This design comes from an exercise in tuning for small area, a short achievable clock period and few clock cycles per item on the open sky130 flow, not from production work.
In this exercise RTL edits were held to simulation tests only and were not proved equivalent to the original.
Power is estimated from default activity; no workload was simulated.

### flow/design.v
module frame_encoder #(
    parameter MAX_LEN = 64
) (
    input  wire       clk,
    input  wire       rst,
    input  wire       in_valid,
    output reg        in_ready,
    input  wire [7:0] in_data,
    input  wire       in_last,
    input  wire       in_corrupt,
    output reg        out_valid,
    input  wire       out_ready,
    output reg  [7:0] out_data,
    output reg        out_last
);
    localparam DEPTH = 64;
    localparam AW    = 6;
    localparam I_LOAD = 2'd0;
    localparam I_FIN1 = 2'd1;
    localparam I_FIN2 = 2'd2;
    localparam I_FIN3 = 2'd3;
    localparam O_OPEN  = 2'd0;
    localparam O_CODE0 = 2'd1;
    localparam O_DATA  = 2'd2;
    function [15:0] crc_step(input [15:0] c, input [7:0] b);
        reg [7:0] x;
        begin
            x = c[15:8] ^ b;
            x = x ^ (x >> 4);
            crc_step = (c << 8) ^ ({8'd0, x} << 12) ^ ({8'd0, x} << 5) ^ {8'd0, x};
        end
    endfunction
    reg [7:0]    buffer [0:DEPTH-1];
    reg          h_valid;
    reg  [7:0]   h_data;
    reg          h_zero;
    reg          h_last;
    reg          h_corrupt;
    reg  [1:0]   i_state;
    reg          i_first;     
    reg          in_idx;      
    reg  [AW:0]  wr_ptr;
    reg  [AW:0]  cm_ptr;      
    reg  [AW-1:0] pend_ptr;   
    reg          pend_head;   
    reg  [6:0]   grp;         
    reg  [15:0]  crc;
    reg          corrupt;
    reg  [6:0]   d_code0 [0:1];
    reg  [1:0]   d_c0v;
    reg  [1:0]   d_done;
    reg  [1:0]   d_busy;
    reg  [AW:0]  d_end [0:1];
    reg  [1:0]   o_state;
    reg          out_idx;
    reg  [AW:0]  rd_ptr;
    wire out_free = !out_valid || out_ready;
    wire in_fire  = in_valid && in_ready;
    wire [AW:0] count   = wr_ptr - rd_ptr;
    wire        space   = !count[AW];
    wire        proc_ok = (i_state == I_LOAD) && space && (!i_first || !d_busy[in_idx]);
    wire        proc    = h_valid && proc_ok;
    wire [7:0] lo = corrupt ? crc[15:8] : crc[7:0];
    wire [7:0] hi = corrupt ? crc[7:0]  : crc[15:8];
    wire       lo_nz = |lo;
    wire       hi_nz = |hi;
    wire [7:0] t1 = lo_nz ? lo : (hi_nz ? 8'd2 : 8'd1);
    wire [7:0] t2 = hi_nz ? hi : 8'd1;
    wire [6:0] fin_code = grp + 7'd1 + (lo_nz ? (hi_nz ? 7'd2 : 7'd1) : 7'd0);
    reg          w_en;
    reg  [AW-1:0] w_addr;
    reg  [7:0]   w_data;
    always @* begin
        w_en   = 1'b0;
        w_addr = wr_ptr[AW-1:0];
        w_data = h_data;
        if (proc) begin
            if (!h_zero) begin
                w_en = 1'b1;
            end else if (!pend_head) begin
                w_en   = 1'b1;
                w_addr = pend_ptr;
                w_data = {1'b0, grp + 7'd1};
            end
        end else if (i_state == I_FIN1) begin
            w_en   = !pend_head;
            w_addr = pend_ptr;
            w_data = {1'b0, fin_code};
        end else if (i_state == I_FIN2) begin
            w_en   = space;
            w_data = t1;
        end else if (i_state == I_FIN3) begin
            w_en   = space;
            w_data = t2;
        end
    end
    always @(posedge clk) begin
        if (w_en) buffer[w_addr] <= w_data;
    end
    wire [7:0] rd_byte  = buffer[rd_ptr[AW-1:0]];
    wire       o_done   = d_done[out_idx];
    wire       at_end   = o_done && (rd_ptr == d_end[out_idx]);
    wire       can_read = o_done ? (rd_ptr != d_end[out_idx]) : (rd_ptr != cm_ptr);
    wire       o_close  = (o_state == O_DATA) && out_free && at_end;
    wire       o_read   = (o_state == O_DATA) && out_free && can_read;
    reg  [1:0]  i_state_n;
    reg         i_first_n;
    reg         in_idx_n;
    reg  [AW:0] wr_ptr_n;
    reg  [1:0]  d_busy_n;
    reg         h_valid_n;
    always @* begin
        i_state_n = i_state;
        i_first_n = i_first;
        in_idx_n  = in_idx;
        wr_ptr_n  = wr_ptr;
        d_busy_n  = d_busy;
        if (o_close) d_busy_n[out_idx] = 1'b0;
        if (proc) begin
            wr_ptr_n = wr_ptr + 1'b1;
            i_first_n = 1'b0;
            if (i_first) d_busy_n[in_idx] = 1'b1;
            if (h_last) i_state_n = I_FIN1;
        end
        case (i_state)
            I_FIN1: i_state_n = I_FIN2;
            I_FIN2: if (space) begin
                wr_ptr_n  = wr_ptr + 1'b1;
                i_state_n = I_FIN3;
            end
            I_FIN3: if (space) begin
                wr_ptr_n  = wr_ptr + 1'b1;
                i_state_n = I_LOAD;
                i_first_n = 1'b1;
                in_idx_n  = !in_idx;
            end
            default: ;
        endcase
        h_valid_n = in_fire || (h_valid && !proc);
    end
    wire [AW:0] count_n = wr_ptr_n - rd_ptr;   
    always @(posedge clk) begin
        if (rst) begin
            h_valid   <= 1'b0;
            in_ready  <= 1'b1;
            i_state   <= I_LOAD;
            i_first   <= 1'b1;
            in_idx    <= 1'b0;
            wr_ptr    <= 0;
            cm_ptr    <= 0;
            pend_head <= 1'b1;
            grp       <= 7'd0;
            crc       <= 16'hFFFF;
            corrupt   <= 1'b0;
            d_c0v     <= 2'b00;
            d_done    <= 2'b00;
            d_busy    <= 2'b00;
            o_state   <= O_OPEN;
            out_idx   <= 1'b0;
            rd_ptr    <= 0;
            out_valid <= 1'b0;
            out_data  <= 8'h00;
            out_last  <= 1'b0;
        end else begin
            if (in_fire) begin
                h_data    <= in_data;
                h_zero    <= (in_data == 8'h00);
                h_last    <= in_last;
                h_corrupt <= in_corrupt;
            end
            h_valid  <= h_valid_n;
            in_ready <= !h_valid_n ||
                        ((i_state_n == I_LOAD) && !count_n[AW] &&
                         (!i_first_n || !d_busy_n[in_idx_n]));
            i_state <= i_state_n;
            i_first <= i_first_n;
            in_idx  <= in_idx_n;
            wr_ptr  <= wr_ptr_n;
            d_busy  <= d_busy_n;
            if (proc) begin
                crc <= crc_step(crc, h_data);
                if (h_zero) begin
                    if (pend_head) begin
                        d_code0[in_idx] <= grp + 7'd1;
                        d_c0v[in_idx]   <= 1'b1;
                    end
                    pend_ptr  <= wr_ptr[AW-1:0];
                    pend_head <= 1'b0;
                    cm_ptr    <= wr_ptr;
                    grp       <= 7'd0;
                end else begin
                    grp <= grp + 7'd1;
                end
                if (h_last) corrupt <= h_corrupt;
            end
            case (i_state)
                I_FIN1: begin
                    if (pend_head) begin
                        d_code0[in_idx] <= fin_code;
                        d_c0v[in_idx]   <= 1'b1;
                    end
                    cm_ptr <= wr_ptr;
                end
                I_FIN2: if (space) cm_ptr <= wr_ptr + 1'b1;
                I_FIN3: if (space) begin
                    cm_ptr          <= wr_ptr + 1'b1;
                    d_end[in_idx]   <= wr_ptr + 1'b1;
                    d_done[in_idx]  <= 1'b1;
                    pend_head       <= 1'b1;
                    grp             <= 7'd0;
                    crc             <= 16'hFFFF;
                end
                default: ;
            endcase
            if (out_valid && out_ready) out_valid <= 1'b0;
            case (o_state)
                O_OPEN: if (d_busy[out_idx] && out_free) begin
                    out_valid <= 1'b1;
                    out_data  <= 8'h00;
                    out_last  <= 1'b0;
                    o_state   <= O_CODE0;
                end
                O_CODE0: if (d_c0v[out_idx] && out_free) begin
                    out_valid <= 1'b1;
                    out_data  <= {1'b0, d_code0[out_idx]};
                    out_last  <= 1'b0;
                    o_state   <= O_DATA;
                end
                default: begin
                    if (o_close) begin
                        out_valid       <= 1'b1;
                        out_data        <= 8'h00;
                        out_last        <= 1'b1;
                        d_c0v[out_idx]  <= 1'b0;
                        d_done[out_idx] <= 1'b0;
                        out_idx         <= !out_idx;
                        o_state         <= O_OPEN;
                    end else if (o_read) begin
                        out_valid <= 1'b1;
                        out_data  <= rd_byte;
                        out_last  <= 1'b0;
                        rd_ptr    <= rd_ptr + 1'b1;
                    end
                end
            endcase
        end
    end
endmodule
### flow/run.sh
#!/bin/bash
# synth_recipe.tcl (not shown) runs the flow's synth.tcl, then flattens the netlist and writes it again
# the make line also repeats each setting of config.mk as NAME=value (left out here)
make -C /OpenROAD-flow-scripts/flow DESIGN_CONFIG=/design/flow/config.mk WORK_HOME=/design/flow/orfs CLKGATE_MAP_FILE= SYNTH_SCRIPT=/design/flow/synth_recipe.tcl finish
### flow/config.mk
export PLATFORM = sky130hd
export DESIGN_NAME = frame_encoder
export DESIGN_NICKNAME = frame_encoder
export VERILOG_FILES = /design/flow/design.v
export SDC_FILE = /design/flow/constraint.sdc
export NUM_CORES = 4
export LEC_CHECK = 0
export ABC_CLOCK_PERIOD_IN_PS = 3000
export CAP_MARGIN = 20
export CORE_MARGIN = 2
export CORE_UTILIZATION = 40
export PLACE_DENSITY = 0.6
export SETUP_SLACK_MARGIN = 3
export SLEW_MARGIN = 20
### flow/constraint.sdc
create_clock -name core_clock -period 6.0 [get_ports {clk}]
set_input_delay 1.2000 -clock core_clock [delete_from_list [all_inputs] [get_ports {clk}]]
set_output_delay 1.2000 -clock core_clock [all_outputs]
set_load 0.01 [all_outputs]
==> impl_metrics.tcl, run 1 <==
set metrics [dict create \
    wirelength_mm 70.3 \
    intPower_uw 8620 \
    core_sq_um 65600 \
    vias_per_cell 5.68 \
    synth.distinct_cells 69 \
    ys.flop_type "edfxtp_1" \
    antenna_found_initial 4 \
    ctsHoldBuffers 0 \
    layout_common_cells "edfxtp_1, mux4_2, nand2_1, clkbuf_16, buf_12" \
    drv_cap 0 \
    die_w_microns 261 \
    rows 94 \
    start_kind "flip-flop" \
    maxSlewViolCount 0 \
    rr_worst_depth 14 \
    wl_per_cell_microns 25.7 \
    numPortBuffers 24 \
    io_pins 25 \
    power.share.clock 0.340 \
    mostFrequentLayoutCell "edfxtp_1" \
    die-area_sq_um 68300 \
    startpoint "crc[12]$_SDFF_PP1_" \
    h-tree-depth 3 \
    grt_max_degree 65 \
    p_leak_uw 0.0109 \
    drtIter0Drc 1532 \
    avgSynthCellArea_sq_um 16.4 \
    cp.arrival_ns 3.81 \
    initial_utilization 0.404 \
    rr_startpoint "crc[12]$_SDFF_PP1_" \
    rsz0062_at_grt "true" \
    cts_tree "yes" \
    p_comb_frac 0.203 \
    swShare 0.264 \
    hp-class "flip-flop to flip-flop" \
    critPathCaptureType "flip-flop" \
    synth_edf_count 557 \
    syn-num-nets 1645 \
    power_density_nw_per_um2 344 \
    finalHoldViolCount 0 \
    fin_skew_ns 0.0246 \
    grt_overflow 0 \
    ys_warn_count 1 \
    finalSetupTns_ns 0 \
    crit_end "buffer[43][6]$_DFFE_PP_" \
    path_max_fanout 64 \
    syn_area_sq_um 26500 \
    status "no timing/DRC/antenna violations" \
    cts_buffers 66 \
    root_buffer "clkbuf_16" \
    path_class "flip-flop to flip-flop" \
    maxSlewHeadroom 0.317 \
    vias 15500 \
    clock-sinks 635 \
    finalCriticalPeriod_ns 3.54 \
    clk_latency_ns 0.61 \
    rr_endpoint "buffer[43][6]$_DFFE_PP_" \
    worst_pin_slew_ns 1.02 \
    place.gp.congestion 0.822 \
    cp_data_required_time_ns 6.27 \
    grt_use_total 0.201 \
    synth_seq_cells 635 \
    ant_nets 0 \
    grt_pass1_vias 15500 \
    p_switching_uw 3100 \
    cts_buffer_depth 3 \
    synth_seq_area_share 0.690 \
    async_flop_share 0 \
    total_power_uw 11700 \
    grt_pass1_wl_mm 100 \
    setup_viol 0 \
    max_freq_mhz 283 \
    synth_cells 1615 \
    area_growth_pct 28.7 \
    drive_above_1_share 0.344 \
    worst_ir_drop_vdd_v 0.000200 \
    dr.pass1.iters 5 \
    fp.dieH_microns 261 \
    drc 0 \
    path_clk_slew_ns 0.06 \
    r2r_setup_slack_ns 2.46 \
    hpwl_mm 37.8 \
    nets 1851 \
    pwr-share-seq 0.457 \
    min_period_over_period 0.590 \
]
critical path: stages, from the launching register on:
cell and delay, ns:
dfxtp_2 0.32, or4_4 0.55, nor2_4 0.17, nand2_2 0.08
mux2i_2 0.17, ha_2 0.24, fa_2 0.22, nand2_2 0.06
or2_1 0.27, nor3_2 0.13, xnor2_1 0.09, mux2_4 0.27
o211ai_1 0.27, o21ai_4 0.10, buf_12 0.18
worst min path at each step:
| stage | depth (start not counted) | from | end | slack (ns) |
|---|---|---|---|---|
| finish | 2 | out_last$_SDFFE_PP0P_ | out_last$_SDFFE_PP0P_ | 0.47 |
| global route | 2 | out_last$_SDFFE_PP0P_ | out_last$_SDFFE_PP0P_ | 0.49 |
| detailed placement | 2 | out_last$_SDFFE_PP0P_ | out_last$_SDFFE_PP0P_ | 0.46 |
| floorplan | 2 | d_done[1]$_SDFF_PP0_ | d_done[1]$_SDFF_PP0_ | 0.43 |
| global placement | 2 | d_done[1]$_SDFF_PP0_ | d_done[1]$_SDFF_PP0_ | 0.45 |
| CTS | 2 | out_last$_SDFFE_PP0P_ | out_last$_SDFFE_PP0P_ | 0.47 |
cells in the mapped netlist, types with 27 or more instances:
cell | n | area, sq um
a21oi_1 | 55 | 275
nor2_1 | 130 | 488
nand2_1 | 88 | 330
edfxtp_1 | 557 | 16700
dfxtp_1 | 78 | 1560
nor3_1 | 28 | 140
a22oi_1 | 65 | 488
xnor2_1 | 56 | 490
mux2i_1 | 42 | 420
nand3_1 | 27 | 135
clkbuf_1 | 48 | 180
mux4_2 | 130 | 2930
repair_timing:
| action | in CTS | in global routing |
|---|---|---|
| resized for setup | 212 | 68 |
| gates cloned | 22 | 12 |
| pin swaps | 83 | 64 |
| setup buffers | 120 | 34 |
| setup endpoints to repair | 1105 | 1091 |
cells by family (layout without fill, tap and decap cells):
kind of cell | after synthesis | in the layout | share of synthesized area
muxes | 191 | 192 | 0.136
buffers and inverters | 117 | 367 | 0.0194
other | 0 | 1 | 0
AOI/OAI and AO/OA | 212 | 212 | 0.0553
DFF | 635 | 635 | 0.690
adders and majority gates | 16 | 16 | 0.00784
xor gates and xnor gates | 78 | 78 | 0.0263
and+or+nand+nor | 366 | 369 | 0.0648
per-stage QoR:
step / instance area, sq um / worst slack (ns) / cells / utilization / hold slack (ns)
floorplan: 27100 / 2.72 / 1615 / - / 0.431
global placement: 28100 / 1.88 / 2429 / 0.428 / 0.453
detailed placement: 28100 / 1.80 / 2429 / 0.428 / 0.463
CTS: 33200 / 2.52 / 2687 / 0.506 / 0.475
global route: 34100 / 2.34 / 2733 / 0.520 / 0.486
finish: 34100 / 2.46 / 2734 / 0.520 / 0.472
flip-flops by register name (all words and copies together) (netlist names), 6 cells and up, named ones only:
signal    flops
d_code0      14
cm_ptr        7
h_data        8
buffer      512
out_data      8
rd_ptr        7
crc          16
pend_ptr      6
wr_ptr        7
d_end        14
grp           7
cell type report:
| cell class | count | area (sq um) |
|---|---|---|
| clock inverter | 28 | 216 |
| clock buffer | 88 | 1880 |
| multi-input combinational | 867 | 9010 |
| sequential | 635 | 18300 |
| inverter | 24 | 100 |
| fill | 5164 | 31500 |
| tap | 864 | 1080 |
| timing repair buffer | 227 | 3470 |
| antenna | 1 | 2.50 |
power groups by stage:
| stage | clock network, uW | registers [uW] | logic (uW) |
|---|---|---|---|
| floorplan | 0 | 5410 | 828 |
| global placement | 0 | 5450 | 1260 |
| detailed placement | 0 | 5460 | 1290 |
| CTS | 4050 | 5350 | 2070 |
| global route | 4210 | 5360 | 2490 |
| finish | 3980 | 5350 | 2380 |
per-layer routing:
layer	part of all wire	routed length, microns	global-route usage	vias to the layer above
li1	-	-	-	6783
met1	0.42	29500	0.272	8103
met2	0.48	34000	0.324	545
met3	0.067	4730	0.0358	102
met4	0.029	2030	0.0773	0
met5	0	0	0	-
Testbench counts, summed over its fixed seeds: cycles 47,372, frames 1,200.
==> run 2: changes to the inputs <==
--- a/flow/config.mk
+++ b/flow/config.mk
@@ -6,9 +6,7 @@
 export NUM_CORES = 4
 export LEC_CHECK = 0
-export ABC_CLOCK_PERIOD_IN_PS = 3000
 export CAP_MARGIN = 20
 export CORE_MARGIN = 2
 export CORE_UTILIZATION = 40
 export PLACE_DENSITY = 0.6
-export SETUP_SLACK_MARGIN = 3
 export SLEW_MARGIN = 20
==> impl_metrics.tcl, run 2 <==
set metrics [dict create \
    critPathSlowestCell "dfxtp_1" \
    critPathMaxStageDelay_ns 0.90 \
    largestRegisters "buffer: 512 flops, crc: 16 flops" \
    hp-class "flip-flop to flip-flop" \
    max_freq_mhz 236 \
    initial_utilization 0.404 \
    crit_chain "nor2b_1 -> mux2i_1 -> mux2i_1 -> or2_2 -> nand2b_1 -> nor2_1" \
    numPortBuffers 24 \
    fillers 5656 \
    dr.pass1.iters 6 \
    ys.flop_type "edfxtp_1" \
    path_clk_slew_ns 0.06 \
    antenna_found_initial 0 \
    wirelength_mm 61.4 \
    ctsHoldBuffers 0 \
    layout_common_cells "edfxtp_1, mux4_2, nor2_1" \
    fin_skew_ns 0.0150 \
    worst_ir_drop_vdd_v 0.000237 \
    path_max_fanout 20 \
    grt_pass1_vias 14700 \
    fp.dieH_microns 261 \
    seqCellArea_sq_um 18300 \
    clock-sinks 635 \
    core_sq_um 65600 \
    clk_latency_ns 0.59 \
    start_kind "flip-flop" \
    drv_cap 0 \
    syn-num-nets 1645 \
    cts_tree "yes" \
    critPathCaptureType "flip-flop" \
    grt_max_degree 65 \
    synth_seq_area_share 0.690 \
    synth_top_area_frac 0.631 \
    path_class "flip-flop to flip-flop" \
    maxSlewHeadroom 0.290 \
    wl_per_cell_microns 24.1 \
    multi_input_area_sq_um 7800 \
    antenna_cells 0 \
    cp.arrival_ns 4.45 \
    grt_overflow 0 \
    synth.most_common_cell "edfxtp_1" \
    ys_warn_count 1 \
    nets 1667 \
    synth_seq_cells 635 \
    avgSynthCellArea_sq_um 16.4 \
    post_cts_buffers 0 \
    path_buf_inv 0 \
    synth_area_leaders "edfxtp_1, mux4_2, dfxtp_1" \
    grt_use_total 0.184 \
    maxSlewViolCount 0 \
    status "no timing/DRC/antenna violations" \
    min_period_over_period 0.706 \
    synth.distinct_cells 69 \
    io_pins 25 \
    power_density_nw_per_um2 354 \
    synth_cells 1615 \
    largest_reg_flops 512 \
    grt_pass1_wl_mm 93.6 \
    vias_per_cell 5.60 \
    synth_edf_count 557 \
    cp_data_required_time_ns 6.22 \
    h-tree-depth 3 \
    cts_resized 0 \
    die-area_sq_um 68300 \
    rows 94 \
    cts_buffers 66 \
    async_flop_share 0 \
    mostFrequentLayoutCell "edfxtp_1" \
    finalCriticalPeriod_ns 4.23 \
    largest-register "buffer" \
    place.gp.congestion 0.862 \
    cpLargestDelayFamily "simple AND/OR/NAND/NOR gates" \
    die_w_microns 261 \
    ant_nets 0 \
    path_common_cell "mux2i_1" \
    drive_above_1_share 0.177 \
    root_buffer "clkbuf_16" \
    p_leak_uw 0.00921 \
    hpwl_mm 39.5 \
    syn_area_sq_um 26500 \
    worst_pin_slew_ns 1.06 \
    drtIter0Drc 1214 \
    synth_common_cells "edfxtp_1, mux4_2, nor2_1, nand2_1, dfxtp_1" \
    yosys.area.top_type "edfxtp_1" \
    vias 14300 \
    rsz0062_at_grt "false" \
    cts_buffer_depth 3 \
    drc 0 \
    finalHoldViolCount 0 \
    area_growth_pct 12.3 \
    fin_util 0.454 \
    finalSetupTns_ns 0 \
    setup_viol 0 \
]
## run 2: cells by family after synthesis
kind of cell / Yosys count / synth area share
buffers and inverters: 117 / 0.0194
xor gates and xnor gates: 78 / 0.0263
AOI/OAI and AO/OA: 212 / 0.0553
DFF: 635 / 0.690
and+or+nand+nor: 366 / 0.0648
muxes: 191 / 0.136
adders and majority gates: 16 / 0.00784
## run 2: final timing paths
| kind | startpoint | to | slack [ns] | cells past startpoint |
|---|---|---|---|---|
| worst min register to register | out_last$_SDFFE_PP0P_ | out_last$_SDFFE_PP0P_ | 0.47 | 2 |
| worst max register to register | i_state[0]$_SDFF_PP0_ | buffer[3][0]$_DFFE_PP_ | 1.77 | 6 |
| worst min-delay path | out_last$_SDFFE_PP0P_ | out_last$_SDFFE_PP0P_ | 0.47 | 2 |
| worst max-delay path | i_state[0]$_SDFF_PP0_ | buffer[3][0]$_DFFE_PP_ | 1.77 | 6 |
## run 2: final cells by class
class                      instances  share of cell area
tap                              864              0.0363
inverter                          24             0.00303
multi-input combinational        863               0.262
clock inverter                    33             0.00828
clock buffer                      83              0.0612
timing repair buffer              47              0.0143
sequential                       635               0.615
## run 2: layer usage
layer,track usage,share of wire,vias to the layer above
met2,0.296,0.49,407
met5,0,0,-
met3,0.0270,0.052,86
li1,-,-,6359
met4,0.0524,0.020,0
met1,0.262,0.44,7411
## run 2: stage by stage
step	setup slack (ns)	instance area, sq um	std cells	hold WS, ns	power (uW)
detailed placement	1.81	27700	2433	0.453	6720
global route	1.48	29800	2549	0.502	10900
global placement	1.83	27700	2433	0.455	6680
floorplan	0.814	26500	1615	0.431	6220
CTS	1.80	29800	2549	0.465	10600
finish	1.77	29800	2549	0.469	10500
## run 2: worst reg2reg max path, delay by kind of cell (launching register included)
family | cells | cell delay (ns)
flops | 1 | 0.90
mux | 2 | 0.59
simple gates | 4 | 2.37
## run 2: report_power, final
group          internal (uW)  leakage [uW]  switching (uW)
clock network           2280       0.00102            1660
logic                    363       0.00253             891
registers               5260       0.00566            98.9
==> run 3: changes to the inputs <==
--- a/flow/config.mk
+++ b/flow/config.mk
@@ -6,7 +6,9 @@
 export NUM_CORES = 4
 export LEC_CHECK = 0
+export ABC_CLOCK_PERIOD_IN_PS = 2000
 export CAP_MARGIN = 20
 export CORE_MARGIN = 2
 export CORE_UTILIZATION = 40
 export PLACE_DENSITY = 0.6
+export SETUP_SLACK_MARGIN = 4
 export SLEW_MARGIN = 20
==> impl_metrics.tcl, run 3 <==
set metrics [dict create \
    vias_per_cell 5.86 \
    critPathSlowestCell "or4_4" \
    synth_top_area_frac 0.631 \
    cp_data_required_time_ns 6.36 \
    path_class "flip-flop to flip-flop" \
    cts_tree "yes" \
    synth_seq_cells 635 \
    startpoint "crc[12]$_SDFF_PP1_" \
    hold_start "out_data[7]$_SDFFE_PP0P_" \
    path_buf_inv 5 \
    fin_skew_ns 0.0317 \
    synth_edf_count 557 \
    initial_utilization 0.404 \
    worst_ir_drop_vdd_v 0.000249 \
    numPortBuffers 24 \
    antenna_found_initial 2 \
    grt_use_total 0.236 \
    hp-class "flip-flop to flip-flop" \
    ys_warn_count 1 \
    mostFrequentLayoutCell "edfxtp_1" \
    drc 0 \
    path_common_cell "buf_6" \
    grt_pass1_vias 16900 \
    max_freq_mhz 276 \
    dr.pass1.iters 6 \
    finalHoldViolCount 0 \
    drv_cap 0 \
    rsz0062_at_grt "true" \
    drtIter0Drc 1802 \
    synth_cells 1615 \
    maxSlewHeadroom 0.332 \
    largest-register "buffer" \
    maxSlewViolCount 0 \
    synth_common_cells "edfxtp_1, mux4_2, nor2_1, nand2_1, dfxtp_1" \
    synth.distinct_cells 69 \
    cts_buffer_depth 3 \
    largestRegisters "buffer: 512 flops, crc: 16 flops" \
    highest_layer "met4" \
    cts_buffers 69 \
    rr_startpoint "crc[12]$_SDFF_PP1_" \
    p_leak_uw 0.0125 \
    ctsHoldBuffers 0 \
    grt_max_degree 65 \
    path_max_fanout 8 \
    avgSynthCellArea_sq_um 16.4 \
    io_pins 25 \
    cp.arrival_ns 3.98 \
    area_growth_pct 42.8 \
    rr_worst_depth 16 \
    die_w_microns 261 \
    synth.most_common_cell "edfxtp_1" \
    die-area_sq_um 68300 \
    finalSetupTns_ns 0 \
    core_sq_um 65600 \
    crit_chain "or4_4 -> nor2_4 -> inv_2 -> nand2_2 -> mux2i_1 -> ha_2 -> fa_2 -> buf_4 -> buf_6 -> or2_4 -> a311oi_2 -> a21oi_1 -> nand2_1 -> o21ai_4 -> buf_6 -> clkbuf_16" \
    syn-num-nets 1645 \
    hpwl_mm 38.4 \
    start_kind "flip-flop" \
    ys.flop_type "edfxtp_1" \
    wl_met1_mm 31.8 \
    synth_area_leaders "edfxtp_1, mux4_2, dfxtp_1" \
    min_period_over_period 0.603 \
    clock-sinks 635 \
    wirelength_mm 82.5 \
    wl_per_cell_microns 28.1 \
    syn_area_sq_um 26500 \
    antenna_cells 0 \
    rows 94 \
    fp.dieH_microns 261 \
    wl_met2_mm 39.6 \
    root_buffer "clkbuf_16" \
    fillers 4652 \
    ant_nets 0 \
    largest_reg_flops 512 \
    critPathCaptureType "flip-flop" \
    drive_above_1_share 0.489 \
    setup_viol 0 \
    wl_met3_mm 7.00 \
    power_density_nw_per_um2 338 \
    cpLargestDelayFamily "simple AND/OR/NAND/NOR gates" \
    status "no timing/DRC/antenna violations" \
    fin_util 0.577 \
    place.gp.congestion 0.807 \
    async_flop_share 0 \
    layout_common_cells "edfxtp_1, mux4_2, buf_4" \
    vias 17200 \
    h-tree-depth 3 \
    worst_pin_slew_ns 0.999 \
    clk_latency_ns 0.63 \
    path_clk_slew_ns 0.06 \
    finalCriticalPeriod_ns 3.62 \
    min_path_cells 2 \
    grt_pass1_wl_mm 116 \
    yosys.area.top_type "edfxtp_1" \
    grt_overflow 0 \
    cp.depth 16 \
    synth_seq_area_share 0.690 \
    critPathMaxStageDelay_ns 0.54 \
    nets 2041 \
]
==> run 3: report_power, final <==
group / internal, uW / switching (uW) / total [uW]
clock: 2390 / 1770 / 4160
sequential: 5250 / 108 / 5360
combinational: 1570 / 1690 / 3260
total: 9210 / 3560 / 12800
==> run 3: worst paths after layout <==
path	end	slack, ns
setup reg to reg	buffer[11][2]$_DFFE_PP_	2.38
setup / recovery	buffer[11][2]$_DFFE_PP_	2.38
hold / removal	out_data[7]$_SDFFE_PP0P_	0.47
hold reg to reg	out_data[7]$_SDFFE_PP0P_	0.47
==> run 3: cells by family after synthesis <==
logic type,Yosys count,synth area share
AO/OA/AOI/OAI,212,0.0553
XOR/XNOR,78,0.0263
adder cells (fa/ha/maj),16,0.00784
buffers and inverters,117,0.0194
flip-flops,635,0.690
multiplexers,191,0.136
AND/OR/NAND/NOR,366,0.0648
==> run 3: per-stage QoR <==
stage / setup slack [ns] / hold slack, ns / cell area, sq um / power, uW / cells
after floorplan: 2.72 / 0.435 / 27500 / 6300 / 1615
after global placement: 1.70 / 0.446 / 28500 / 6760 / 2432
after detailed placement: 1.63 / 0.449 / 28500 / 6790 / 2432
after CTS: 2.51 / 0.467 / 36400 / 12500 / 2841
after global routing: 2.31 / 0.479 / 37900 / 13100 / 2930
final: 2.38 / 0.471 / 37900 / 12800 / 2930
==> run 3: routing by layer <==
layer | up-vias | track usage
li1 | 7167 | -
met1 | 8869 | 0.311
met2 | 925 | 0.385
met3 | 206 | 0.0472
met4 | 0 | 0.0941
met5 | - | 0
==> run 3: repair_timing <==
action                                  4_1_cts  5_1_grt
resized for setup                           483      112
pin swaps                                   132       99
endpoints found under the setup margin     1160     1162
cloned                                       51        5
setup buffers                               232       84
==> run 3: area by class of cell <==
class	count	area (sq um)	area share
Timing Repair Buffer	417	6120	0.162
Multi-Input combinational cell	864	10000	0.264
Inverter	24	105	0.00278
Sequential cell	635	18400	0.485
Clock buffer	89	1830	0.0484
Tap cell	864	1080	0.0286
Clock inverter	37	350	0.00925
==> run 3: worst min-delay path: stages, from the launching register on <==
cell and delay, ns:
dfxtp_2 0.32, nand2_1 0.05, a21oi_1 0.06

-- re-timing with driven ports --
Ports are ideal in the flow. The routed layouts listed here were re-timed in OpenROAD.
Step 1, drivers: a clkbuf_16 drives clk and a buf_2 each remaining input, both assumed.
Step 2, shift: input delay + t, output delay - t, t = (earliest + latest rising clock arrival at the registers) / 2. This alone moves slack from input paths to output paths.
Three values: ideal, step 1, step 2; two values: the first two.
run | t (ns) | slack for setup (ns) | worst setup path at the end | clock arrival spread, ns | worst register clock-pin slew, ns
run 1 | 0.653 | 2.463 / 2.463 / 2.463 | register to register | 0.025 / 0.024 | 0.07 / 0.07
run 2 | 0.645 | 1.765 / 1.765 / 1.765 | register to register | 0.015 / 0.015 | 0.07 / 0.07
run 3 | 0.677 | 2.380 / 2.380 / 2.380 | register to register | 0.034 / 0.035 | 0.07 / 0.07
After both steps setup and hold are still met in every run listed.
